This is an optimization exercise on Yosys and OpenROAD, whose aim is small area, a short achievable clock period and few clock cycles, not a production implementation.
In this exercise RTL edits were held to simulation tests only and were not proved equivalent to the original.
Power and IR drop assume default switching activity.

==> inputs of job 3522 <==
Design coin_wallet, start of the top module:
module coin_wallet(clk, rst, in_valid, in_ready, in_data, out_valid, out_ready, out_data, out_last, coin_edge, ms_tick, restore_valid, restore_bal, restore_cnt, bal, cnt, zind, save_req);
  input clk;
  wire clk;
  input rst;
  wire rst;
  input in_valid;
  wire in_valid;
  output in_ready;
  wire in_ready;
  input [7:0] in_data;
  wire [7:0] in_data;
  output out_valid;
  reg out_valid;
  input out_ready;
  wire out_ready;
  output [7:0] out_data;
  reg [7:0] out_data;
  output out_last;
  reg out_last;
  input coin_edge;
  wire coin_edge;
  input ms_tick;
  wire ms_tick;
  input restore_valid;
  wire restore_valid;
  input [31:0] restore_bal;
  wire [31:0] restore_bal;
  input [31:0] restore_cnt;
  wire [31:0] restore_cnt;
  output [31:0] bal;
  reg [31:0] bal;
  output [31:0] cnt;
  reg [31:0] cnt;
  output zind;
  wire zind;
  output save_req;
  reg save_req;
  wire [5:0] _0000_;
  wire _0001_;
  wire _0002_;
  wire [3:0] _0003_;
  wire _0004_;
  wire [31:0] _0005_;
  wire [7:0] _0006_;
  wire [3:0] _0007_;
  wire [3:0] _0008_;
  wire _0009_;
  wire _0010_;
  wire _0011_;
  wire _0012_;
  wire _0013_;
  wire _0014_;
  wire _0015_;
  wire _0016_;
  wire _0017_;
  wire _0018_;
  wire _0019_;
  wire _0020_;
  wire _0021_;
  wire _0022_;
  wire _0023_;
  wire _0024_;
  wire _0025_;
  wire _0026_;
  ...
make LEC_CHECK=0 ABC_AREA=1 CAP_MARGIN=0 CORE_MARGIN=2 CORE_UTILIZATION=40 SETUP_SLACK_MARGIN=4.1 SLEW_MARGIN=0 finish   # period 8.0 ns
run.sh (not shown) runs the stock make flow with config.mk's settings and CLKGATE_MAP_FILE= SYNTH_SCRIPT=/design/flow/synth_recipe.tcl, a recipe that flattens the netlist after the stock synthesis.
==> inputs of job 1339, as changes to job 3522 <==
SETUP_SLACK_MARGIN = 4.0   (was 4.1)
==> inputs of job 8606, as changes to job 3522 <==
CAP_MARGIN = 20   (was 0)
SETUP_SLACK_MARGIN = 4.2   (was 4.1)
SLEW_MARGIN = 20   (was 0)
==> run notes <==
Signal buf overhead: 0.0676
met3 GRT Util: 0.0410
CP peak stage delay: 0.42 ns
Worst Path Required: 8.44 ns
Tightest Pin Transition: 1.04 ns
outcome: timing/DRC/antenna clean
largest net degree at the start of global routing: 74
Num CTS Buffers: 44
NetSw: 1.59 mW
-- figures above: job 1339

==> run notes <==
outcome: timing/DRC/antenna clean
Worst Path Required: 8.33 ns
Num CTS Buffers: 43
Signal buf overhead: 0.0886
-- figures above: job 8606

==> run notes <==
outcome: timing/DRC/antenna clean
Tightest Pin Transition: 1.05 ns
Signal buf overhead: 0.0749
Num CTS Buffers: 44
largest net degree at the start of global routing: 74
Worst Path Required: 8.51 ns
met3 GRT Util: 0.0312
NetSw: 1.56 mW
CP peak stage delay: 0.58 ns
-- figures above: job 3522

Testbench counts of job 3522, summed over its fixed seeds: cycles 155,004.
Testbench counts of job 1339, summed over its fixed seeds: cycles 155,004.
Testbench counts of job 8606, summed over its fixed seeds: cycles 155,004.

==> 09-10: inputs <==
coin_wallet, a different RTL version from the one above (not shown whole).
Settings: LEC_CHECK=0, ABC_AREA=1, CAP_MARGIN=0, CORE_MARGIN=2, CORE_UTILIZATION=40, CTS_BUF_LIST=sky130_fd_sc_hd__clkbuf_8, SETUP_SLACK_MARGIN=4.0, SLEW_MARGIN=0; clock period 8.0 ns.
==> 10-23 (differences from 09-10) <==
Settings changed: CTS_BUF_LIST sky130_fd_sc_hd__clkbuf_8 to default.
==> comparison table <==
item	10-23	09-10
Cell-internal power	3570 uW	3390 uW
Maximum frequency from static timing analysis	252 MHz	251 MHz
Hold Path Origin	x_nc[1]$_DFFE_PP_	x_nc[2]$_DFFE_PP_
GRT Util Overall	26.0%	26.2%
Worst supply voltage drop on vdd	0.197 mV	0.122 mV
Reg2reg path depth	28	21
Worst slew pin tran	1.12 ns	1.08 ns
Final Cycle Share	49.5%	49.7%
Slew HR	25.1%	27.6%
Antenna diode instance count	2	3
Multi-input gate share of total cell area	45.0%	45.0%
Mean number of vias per cell	5.78	5.76
Net switching power of the design	1500 uW	1550 uW
Crit path time final	3.96 ns	3.98 ns
Vias after detailed routing	23.2k	23.5k
Net switching share of the total power	29.6%	31.4%
Outcome	complete, no violations	complete, no violations
Global routing usage on met1	36.2%	36.0%
Clock skew after layout	0.0263 ns	0.0455 ns
Final core utilization	47.7%	47.8%
Testbench counts of 09-10, summed over its fixed seeds: cycles 155,004.
Testbench counts of 10-23, summed over its fixed seeds: cycles 155,004.

==> job 3737 <==
RTL: one of the versions met above, not the one the previous note started from.
## coin_wallet
module coin_wallet(clk, rst, in_valid, in_ready, in_data, out_valid, out_ready, out_data, out_last, coin_edge, ms_tick, restore_valid, restore_bal, restore_cnt, bal, cnt, zind, save_req);
==> flow/config.mk <==
export PLATFORM = sky130hd
export DESIGN_NAME = coin_wallet
export DESIGN_NICKNAME = coin_wallet
export VERILOG_FILES = /design/flow/design.v
export SDC_FILE = /design/flow/constraint.sdc
export NUM_CORES = 4
export LEC_CHECK = 0
export ABC_AREA = 1
export CAP_MARGIN = 20
export CORE_MARGIN = 2
export CORE_UTILIZATION = 40
export SETUP_SLACK_MARGIN = 4.0
export SLEW_MARGIN = 20
export TNS_END_PERCENT = 5
==> flow/constraint.sdc <==
create_clock -name core_clock -period 8.0 [get_ports {clk}]
set_input_delay 1.6000 -clock core_clock [delete_from_list [all_inputs] [get_ports {clk}]]
set_output_delay 1.6000 -clock core_clock [all_outputs]
set_load 0.01 [all_outputs]
==> job 5549: changes against job 3737 <==
Settings changed: TNS_END_PERCENT 5 to not set.
==> flow_results.org <==
** Run status
- Result of the run :: finished clean

** Finish
- Area added between synthesis and finish :: 18.4%
- Of the total standard cell area in the layout, the sequential portion is approximately 34%.

** Setup path
- Reg-to-reg critical path startpoint :: tp[0]

** Power
- Summed over all combinational cells, the power is 0.987 mW.
- Worst vdd ir :: 0.202 mV

** Timing
- Final period demand of the worst path :: slightly below 4 ns

** Route
- Dividing the detail-routed wire length by the instance count gives between 20 and 25 um.
[end of results for job 5549]
==> flow_results.org <==
** Power
- Power consumed by combinational cells :: roughly 1 mW
- Worst vdd ir :: 0.202 mV

** Setup path
- Reg-to-reg critical path startpoint :: dsrc[1]

** Run status
- Result of the run :: finished clean

** Finish
- From synthesis to final layout, the design area changed by 17.4%.
- Seq area share :: around 34%

** Route
- Count of TritonRoute iterations in the first routing pass :: 6
- After detailed routing, the average wire length per cell comes to about 20 um.

** Timing
- Final period demand of the worst path :: 4.10 ns
[end of results for job 3737]
Testbench counts of job 3737, summed over its fixed seeds: cycles 155,004.
Testbench counts of job 5549, summed over its fixed seeds: cycles 155,004.

afterwards: timing with drivers on the ports:
Ports are ideal in the flow. The routed layouts listed here were re-timed in OpenROAD.
Step 1 assumes that a clkbuf_16 drives the clock port and a buf_2 every other input.
Step 2 also shifts input and output timing later by t, the mid clock arrival at the registers, as if the neighbouring blocks saw the same clock.
Slacks: no drivers / after step 1 / after step 2; pairs: no drivers / after step 1.
run	t (ns)	slack for setup (ns)	worst slew at a driven data input, ns
job 3522	0.629	4.160 / 4.160 / 3.689	0.09
job 1339	0.644	4.142 / 4.142 / 3.613	0.09
job 8606	0.641	4.136 / 4.136 / 3.771	0.10
09-10	0.688	4.020 / 3.961 / 3.575	0.08
10-23	0.617	4.038 / 3.979 / 3.608	0.08
job 3737	0.645	3.898 / 3.898 / 3.466	0.10
job 5549	0.646	4.113 / 4.113 / 3.619	0.09
After both steps every run listed still meets setup and hold. For job 1339, which loses most, drivers alone change the setup slack by 0.000 ns; drivers and shift together by -0.529 ns.
